Context: an optimization exercise on an open-source flow, tuned for small area, a short achievable clock period and few clock cycles per item. The choices shown serve that exercise and are no tape-out recipe. Function was checked by simulation only, so behaviour that the tests miss may differ from the original.

==> v14: inputs <==
==> flow/design.v <==
module ladder_filter (
    input  wire        clk,
    input  wire        rst,         
    input  wire        cfg_we,
    input  wire [1:0]  cfg_addr,
    input  wire [31:0] cfg_data,
    input  wire        in_valid,
    output wire        in_ready,
    input  wire [31:0] in_x,
    input  wire [31:0] in_env,
    input  wire [31:0] in_fm,
    output reg         out_valid,
    output wire [31:0] out_y
);
    localparam signed [31:0] ONE      = 32'sd65536;
    localparam signed [31:0] C_M095   = -32'sd62259;      
    localparam signed [31:0] FC_MIN   = 32'sd327680;      
    localparam signed [31:0] FC_MAX   = 32'sd1300561920;  
    localparam signed [31:0] C_FXK    = 32'sd68866;
    localparam signed [31:0] C_N0     = 32'sd30;
    localparam signed [31:0] C_N1     = 32'sd405813;
    localparam signed [31:0] C_D1     = 32'sd809917;
    localparam signed [31:0] C_D2     = 32'sd289383;
    localparam signed [31:0] C_K6     = 32'sd471773984;
    localparam signed [31:0] C_K5     = 32'sd382585517;
    localparam signed [31:0] C_K4     = 32'sd31226140;
    localparam signed [31:0] C_K3     = 32'sd40301764;
    localparam signed [31:0] C_K2     = 32'sd14016267;
    localparam signed [31:0] C_K1     = 32'sd1114033;
    localparam signed [31:0] C_INV17  = 32'sd3855;
    localparam signed [31:0] C_4_27   = 32'sd9709;
    localparam signed [31:0] C_HPA    = 32'sd1386;
    localparam signed [31:0] SAT_LIM  = 32'sd98304;       
    localparam signed [31:0] CUT_RST  = 32'sd52428800;    
    localparam signed [31:0] M_K5     = -C_K5;
    localparam signed [31:0] M_K4     = -C_K4;
    localparam signed [31:0] M_ONE    = -ONE;
    localparam signed [19:0] M_4_27   = -20'sd9709;
    reg [13:0] ph;         
    reg        v_cur;      
    reg        v_prev;     
    wire busy = v_cur | (v_prev & ~ph[13]);
    assign in_ready = ~busy | ph[13];
    wire accept = in_valid & in_ready;
    reg signed [31:0] cutoff, rs, envmod, fmamt;
    reg signed [31:0] y1, y2, y3, y4, hp;
    reg signed [31:0] A, B, F1, F2, G, LO;
    reg        [14:0] fx;
    reg        [19:0] nd;      
    reg        [18:0] den;
    reg        [14:0] b0;
    assign out_y = G;
    wire [13:0] ph_n     = (rst | accept) ? 14'd1 : {ph[12:0], ph[13]};
    wire        v_cur_n  = ~rst & (accept | (~ph[13] & v_cur));
    wire        v_prev_n = ~rst & (accept ? (ph[13] & v_cur) : (ph[13] ? v_cur : v_prev));
    wire        busy_n   = v_cur_n | (v_prev_n & ~ph_n[13]);
    wire [13:0] ws_n     = ph_n & {14{busy_n}};
    reg  [13:0] ws;        
    reg         wlo;       
    reg g_nadd_y4;
    always @(posedge clk) begin
        ws        <= ws_n;
        wlo       <= ~busy_n;
        g_nadd_y4 <= ph_n[6] | ph_n[11];
    end
    wire       [14:0] fx_n = mn[30:16];
    wire signed [31:0] sat_v;
    wire       [14:0] b0_n;
    wire [31:0] wb_n =
          ({32{ws_n[0]}}  & envmod)
        | ({32{ws_n[1]}}  & fmamt)
        | ({32{ws_n[2]}}  & cutoff)
        | ({32{ws_n[3]}}  & {rs[31:16] + 16'd1, rs[15:0]})
        | ({32{ws_n[4]}}  & {17'd0, b0})
        | ({32{ws_n[5]}}  & C_D2)
        | ({32{ws_n[6] | ws_n[7] | ws_n[8]}} & {17'd0, fx})
        | ({32{ws_n[9] | ws_n[10] | ws_n[12]}} & y4)
        | ({32{ws_n[11]}} & rs)
        | ({32{ws_n[13]}} & C_HPA)
        | ({32{~busy_n}}  & C_M095);
    wire [19:0] nb_n =
          ({20{ph_n[0]}}  & {5'd0, b0_n})
        | ({20{ph_n[2] | ph_n[6]}} & {5'd0, b0})
        | ({20{ph_n[1]}}  & G[19:0])
        | ({20{ph_n[4]}}  & C_FXK[19:0])
        | ({20{ph_n[5]}}  & {5'd0, fx_n})
        | ({20{ph_n[7] | ph_n[8] | ph_n[9] | ph_n[10]}} & {5'd0, fx})
        | ({20{ph_n[11]}} & M_4_27)
        | ({20{ph_n[12]}} & sat_v[19:0])
        | ({20{ph_n[13]}} & C_INV17[19:0]);
    wire [32:0] wbx = {wb_n, 1'b0};
    wire [20:0] nbx = {nb_n, 1'b0};
    reg  [15:0] w_one, w_two, w_neg;
    reg  [9:0]  n_one, n_two, n_neg;
    integer bi;
    always @(posedge clk) begin
        for (bi = 0; bi < 16; bi = bi + 1) begin
            w_one[bi] <= wbx[2*bi] ^ wbx[2*bi+1];
            w_two[bi] <= (wbx[2*bi+2] & ~wbx[2*bi+1] & ~wbx[2*bi]) | (~wbx[2*bi+2] & wbx[2*bi+1] & wbx[2*bi]);
            w_neg[bi] <= wbx[2*bi+2];
        end
        for (bi = 0; bi < 10; bi = bi + 1) begin
            n_one[bi] <= nbx[2*bi] ^ nbx[2*bi+1];
            n_two[bi] <= (nbx[2*bi+2] & ~nbx[2*bi+1] & ~nbx[2*bi]) | (~nbx[2*bi+2] & nbx[2*bi+1] & nbx[2*bi]);
            n_neg[bi] <= nbx[2*bi+2];
        end
    end
    reg  [31:0] wa, na;
    wire [31:0] wadd =
          ({32{ws[4]}}  & y3)
        | ({32{ws[6]}}  & ONE)
        | ({32{ws[7]}}  & M_K4)
        | ({32{ws[8]}}  & C_N0)
        | ({32{ws[13]}} & hp);
    wire signed [31:0] mw;
    ladder_bmac #(.NR(16)) u_w (.a(wa), .one(w_one), .two(w_two), .neg(w_neg),
                                .addrow({wadd, 16'd0}), .cin(1'b0), .r(mw));
    wire [31:0] nadd =
          ({32{ph[1]}}  & ONE)
        | ({32{ph[2]}}  & y2)
        | ({32{ph[5]}}  & M_K5)
        | ({32{g_nadd_y4}} & y4)
        | ({32{ph[7]}}  & {13'd0, den})
        | ({32{ph[8]}}  & C_K3)
        | ({32{ph[9]}}  & C_K2)
        | ({32{ph[10]}} & C_K1)
        | ({32{ph[12]}} & ~hp)
        | ({32{ph[13]}} & M_ONE);
    wire [15:0] nlow = {16{ph[11] | ph[12]}};
    wire signed [31:0] mn;
    ladder_bmac #(.NR(10)) u_n (.a(na), .one(n_one), .two(n_two), .neg(n_neg),
                                .addrow({nadd, nlow}), .cin(ph[12]), .r(mn));
    function signed [31:0] smax(input signed [31:0] a, input signed [31:0] b);
        smax = (a > b) ? a : b;
    endfunction
    function signed [31:0] smin(input signed [31:0] a, input signed [31:0] b);
        smin = (a < b) ? a : b;
    endfunction
    wire signed [31:0] fmterm = (fmamt != 32'sd0) ? (B >>> 1) : 32'sd0;
    wire signed [31:0] fc_sum = cutoff + A + fmterm;
    wire signed [31:0] off_v  = smin(smax(A, LO), cutoff <<< 2);
    wire signed [31:0] fc_v   = smin(smax(fc_sum, FC_MIN), FC_MAX);
    wire sat_hi = (y4 >= SAT_LIM);
    wire sat_lo = (y4 <= -SAT_LIM);
    assign sat_v = sat_hi ? ONE : sat_lo ? -ONE : mn;
    wire signed [31:0] y1_n   = y1 + (F1 <<< 1);
    wire [31:0] pa = ({32{ph[4]}} & F2) | ({32{ph[13]}} & B) | ({32{ph[1]}} & {F1[30:0], 1'b0})
                   | ({32{ph[3]}} & y2) | ({32{ph[5]}} & y3);
    wire [31:0] pb = ({32{ph[4]}} & ~y1) | ({32{ph[13]}} & ~F1) | ({32{ph[1]}} & y1)
                   | ({32{ph[3]}} & ~{y3[30:0], 1'b0}) | ({32{ph[5]}} & ~{y4[30:0], 1'b0});
    wire [31:0] pc = ({32{ph[4]}} & y2) | ({32{ph[1]}} & ~{y2[30:0], 1'b0}) | ({32{ph[3]}} & y4);
    wire [31:0] pd = {32{ph[1]}} & y3;
    wire [31:0] p_v = pa + pb + pc + pd + 32'd1;
    wire [20:0] t1 = {nd, 1'b0} - {2'b00, den};
    wire [19:0] r1 = t1[20] ? {nd[18:0], 1'b0} : t1[19:0];
    wire [20:0] t2 = {r1, 1'b0} - {2'b00, den};
    wire [19:0] r2 = t2[20] ? {r1[18:0], 1'b0} : t2[19:0];
    wire [20:0] t3 = {r2, 1'b0} - {2'b00, den};
    wire [19:0] r3 = t3[20] ? {r2[18:0], 1'b0} : t3[19:0];
    wire [2:0]  qb = {~t1[20], ~t2[20], ~t3[20]};
    wire div_en = ph[9] | ph[10] | ph[11] | ph[12] | ph[13];
    assign b0_n = div_en ? {b0[11:0], qb} : b0;
    always @(posedge clk) begin
        wa <= ({32{ws_n[0]}}  & in_env)
            | ({32{ws_n[1]}}  & B)
            | ({32{ws_n[2] | ws_n[10]}} & mw)
            | ({32{ws_n[3] | ws_n[12]}} & G)
            | ({32{ws_n[4]}}  & p_v)
            | ({32{ws_n[5]}}  & {17'd0, fx_n})
            | ({32{ws_n[6]}}  & C_D1)
            | ({32{ws_n[7]}}  & A)
            | ({32{ws_n[8]}}  & C_N1)
            | ({32{ws_n[9]}}  & y4)
            | ({32{ws_n[11] | ws_n[13]}} & mn)
            | ({32{~busy_n}}  & (rst ? CUT_RST : (cfg_we & (cfg_addr == 2'd0)) ? cfg_data : cutoff));
        na <= ({32{ph_n[0] | ph_n[2] | ph_n[6]}} & p_v)
            | ({32{ph_n[1]}}  & rs)
            | ({32{ph_n[4]}}  & fc_v)
            | ({32{ph_n[5]}}  & {C_K6[31:18], {3'd0, fx_n} + C_K6[17:0]})
            | ({32{ph_n[7]}}  & {12'd0, nd})
            | ({32{ph_n[8] | ph_n[11] | ph_n[12]}} & mw)
            | ({32{ph_n[9] | ph_n[10]}} & mn)
            | ({32{ph_n[13]}} & A);
    end
    always @(posedge clk) begin
        if (rst) begin
            ph        <= ph_n;
            v_cur     <= v_cur_n;
            v_prev    <= v_prev_n;
            out_valid <= 1'b0;
            cutoff    <= CUT_RST;
            rs        <= 32'sd0;
            envmod    <= 32'sd0;
            fmamt     <= 32'sd0;
            y1        <= 32'sd0;
            y2        <= 32'sd0;
            y3        <= 32'sd0;
            y4        <= 32'sd0;
            hp        <= 32'sd0;
        end else begin
            out_valid <= ws[12] & v_prev;
            if (cfg_we) begin
                case (cfg_addr)
                    2'd0: cutoff <= cfg_data;
                    2'd1: rs     <= cfg_data;
                    2'd2: envmod <= cfg_data;
                    2'd3: fmamt  <= cfg_data;
                endcase
            end
            ph     <= ph_n;
            v_cur  <= v_cur_n;
            v_prev <= v_prev_n;
            if (ph[1]  & v_prev) y1 <= y1_n;
            if (ph[2]  & v_prev) y2 <= mn;
            if (ws[4]  & v_prev) y3 <= mw;
            if (ph[6]  & v_prev) y4 <= mn;
            if (ws[13] & v_cur)  hp <= mw;
            if (wlo) LO <= mw;
            if (ws[0])                A <= mw;
            else if (ph[1])           A <= off_v;
            else if (ph[5] | ph[10])  A <= mn;
            if (accept)               B <= in_fm;
            else if (ws[2])           B <= mw;
            else if (ph[4])           B <= p_v;
            if (ph[0] | ph[12])       F1 <= mn;
            if (accept)       F2 <= in_x;
            if (ws[3])                G <= mw;
            else if (ws[12])          G <= mw <<< 1;
            else if (ph[1] | ph[13])  G <= mn;
            if (ph[4]) fx <= fx_n;
            if (ws[5])                nd <= mw[19:0];
            else if (ws[8])           nd <= {mw[18:0], 1'b0};
            else if (div_en)          nd <= r3;
            if (ws[6])                den <= mw[18:0];
            else if (ph[7])           den <= mn[18:0];
            b0 <= b0_n;
        end
    end
endmodule
module ladder_bmac #(parameter NR = 16) (
    input  wire [31:0]   a,
    input  wire [NR-1:0] one,
    input  wire [NR-1:0] two,
    input  wire [NR-1:0] neg,
    input  wire [47:0]   addrow,
    input  wire          cin,
    output wire [31:0]   r
);
    function [47:0] kconst(input integer n);
        integer i;
        begin
            kconst = 48'd0;
            for (i = 0; i < n; i = i + 1)
                kconst = kconst - (48'd1 << (32 + 2 * i));
        end
    endfunction
    wire [32:0] ax = {a[31], a};
    wire [32:0] a2 = {a, 1'b0};
    wire [47:0] acc [0:NR];
    wire [47:0] negv;
    assign acc[0] = addrow + {47'd0, cin} + kconst(NR);
    genvar i;
    generate
        for (i = 0; i < NR; i = i + 1) begin : g_row
            wire [32:0] pp = (({33{one[i]}} & ax) | ({33{two[i]}} & a2)) ^ {33{neg[i]}};
            wire [47:0] row = {{(15){1'b0}}, ~pp[32], pp[31:0]} << (2 * i);
            assign negv[2*i]   = neg[i];
            assign negv[2*i+1] = 1'b0;
            assign acc[i+1] = acc[i] + row;
        end
    endgenerate
    assign negv[47:2*NR] = {(48 - 2 * NR){1'b0}};
    wire [47:0] s = acc[NR] + negv;
    assign r = s[47:16];
endmodule
==> flow/flow/run.sh <==
#!/bin/bash
# The standard layout (standard synthesis, floorplan, placement, CTS,
# routing) with one change: the resizer's setup repair aims for slack of
# SETUP_SLACK_MARGIN ns instead of 0, so it keeps sizing up the critical
# paths past the 20 ns clock. The clock and constraints are unchanged.
set -euo pipefail
bash standard.sh SETUP_SLACK_MARGIN=13 finish > standard_flow.log 2>&1
==> flow/standard.sh <==
#!/bin/bash
# synth_recipe.tcl (not shown) runs the flow's synth.tcl, then flattens the netlist and writes it again
# the make line also repeats each setting of config.mk as NAME=value (left out here)
make -C /OpenROAD-flow-scripts/flow DESIGN_CONFIG=/design/flow/config.mk WORK_HOME=/design/flow/orfs CLKGATE_MAP_FILE= SYNTH_SCRIPT=/design/flow/synth_recipe.tcl "${@:-finish}"
==> flow/config.mk <==
export PLATFORM = sky130hd
export DESIGN_NAME = ladder_filter
export DESIGN_NICKNAME = ladder_filter
export VERILOG_FILES = /design/flow/design.v
export SDC_FILE = /design/flow/constraint.sdc
export NUM_CORES = 4
export LEC_CHECK = 0
export CAP_MARGIN = 30
export CORE_MARGIN = 2
export CORE_UTILIZATION = 40
export SLEW_MARGIN = 30
==> flow/constraint.sdc <==
create_clock -name core_clock -period 20.0 [get_ports {clk}]
set_input_delay 4.0000 -clock core_clock [delete_from_list [all_inputs] [get_ports {clk}]]
set_output_delay 4.0000 -clock core_clock [all_outputs]
set_load 0.01 [all_outputs]
==> inputs of v33, as changes to v14 <==
--- a/flow/design.v
+++ b/flow/design.v
@@ -152,11 +152,24 @@
     wire [31:0] pd = {32{ph[1]}} & y3;
     wire [31:0] p_v = pa + pb + pc + pd + 32'd1;
-    wire [20:0] t1 = {nd, 1'b0} - {2'b00, den};
-    wire [19:0] r1 = t1[20] ? {nd[18:0], 1'b0} : t1[19:0];
-    wire [20:0] t2 = {r1, 1'b0} - {2'b00, den};
-    wire [19:0] r2 = t2[20] ? {r1[18:0], 1'b0} : t2[19:0];
-    wire [20:0] t3 = {r2, 1'b0} - {2'b00, den};
-    wire [19:0] r3 = t3[20] ? {r2[18:0], 1'b0} : t3[19:0];
-    wire [2:0]  qb = {~t1[20], ~t2[20], ~t3[20]};
+    wire [22:0] r8  = {nd, 3'b000};
+    wire [22:0] dd1 = {4'd0, den};
+    wire [22:0] dd2 = {3'd0, den, 1'b0};
+    wire [22:0] dd4 = {2'd0, den, 2'b00};
+    wire [22:0] dd3 = dd1 + dd2;
+    wire [22:0] dd5 = dd1 + dd4;
+    wire [22:0] dd6 = {dd3[21:0], 1'b0};
+    wire [22:0] dd7 = {1'b0, den, 3'b000} - dd1;
+    wire [23:0] c1 = {1'b0, r8} - {1'b0, dd1};
+    wire [23:0] c2 = {1'b0, r8} - {1'b0, dd2};
+    wire [23:0] c3 = {1'b0, r8} - {1'b0, dd3};
+    wire [23:0] c4 = {1'b0, r8} - {1'b0, dd4};
+    wire [23:0] c5 = {1'b0, r8} - {1'b0, dd5};
+    wire [23:0] c6 = {1'b0, r8} - {1'b0, dd6};
+    wire [23:0] c7 = {1'b0, r8} - {1'b0, dd7};
+    wire ge1 = ~c1[23], ge2 = ~c2[23], ge3 = ~c3[23], ge4 = ~c4[23];
+    wire ge5 = ~c5[23], ge6 = ~c6[23], ge7 = ~c7[23];
+    wire [2:0]  qb = {ge4, ge6 | (ge2 & ~ge4), ge7 | (ge5 & ~ge6) | (ge3 & ~ge4) | (ge1 & ~ge2)};
+    wire [19:0] r3 = ge7 ? c7[19:0] : ge6 ? c6[19:0] : ge5 ? c5[19:0] : ge4 ? c4[19:0] :
+                     ge3 ? c3[19:0] : ge2 ? c2[19:0] : ge1 ? c1[19:0] : r8[19:0];
     wire div_en = ph[9] | ph[10] | ph[11] | ph[12] | ph[13];
     assign b0_n = div_en ? {b0[11:0], qb} : b0;
--- a/flow/flow/run.sh
+++ b/flow/flow/run.sh
@@ -5,3 +5,3 @@
 # paths past the 20 ns clock. The clock and constraints are unchanged.
 set -euo pipefail
-bash standard.sh SETUP_SLACK_MARGIN=13 finish > standard_flow.log 2>&1
+bash standard.sh SETUP_SLACK_MARGIN=12.5 finish > standard_flow.log 2>&1
==> notes <==
v33 went through all stages and came out clean. v14 completed with no timing, DRC or antenna violations.
Setup slack: v33 is better than v14 (790 ps).
Of v33 and v14, v33 has the higher register-to-register slack (gap 790 ps).
Via count: v33 is higher than v14 (about 4%).
Between v14 and v33, the lower die area is in v14 (gap about 5.4%, measured against v33).
Area after synthesis: v14 is smaller than v33 (about 5.5%).
Against v33, the worst hold slack of v14 is higher by 3.2 ps.
Testbench counts of v14, summed over its fixed seeds: cycles 35,960, samples 2,560.
Testbench counts of v33, summed over its fixed seeds: cycles 35,960, samples 2,560.

-- what the ideal ports hide --
How much do the figures lean on ideal ports? The routed layouts below were timed once more, with nothing changed but the port constraints. Step 1, drivers: a clkbuf_16 drives clk and a buf_2 each remaining input, both assumed. Step 2 also shifts input and output timing later by t, the mid clock arrival at the registers, as if the neighbouring blocks saw the same clock. a / b / c = ideal / step 1 / step 2; a / b = the first two.
run	shift t [ns]	setup WS [ns]	clock arrival spread, ns	worst slew at a driven data input, ns	cell pins on the clock port's net
v14	0.865	11.556 / 11.556 / 11.556	0.052 / 0.052	0.22	1
v33	0.839	12.348 / 12.348 / 11.669	0.058 / 0.058	0.14	1
After both steps every run listed still meets setup and hold. For v33, which loses most, drivers alone change the setup slack by 0.000 ns; drivers and shift together by -0.679 ns.
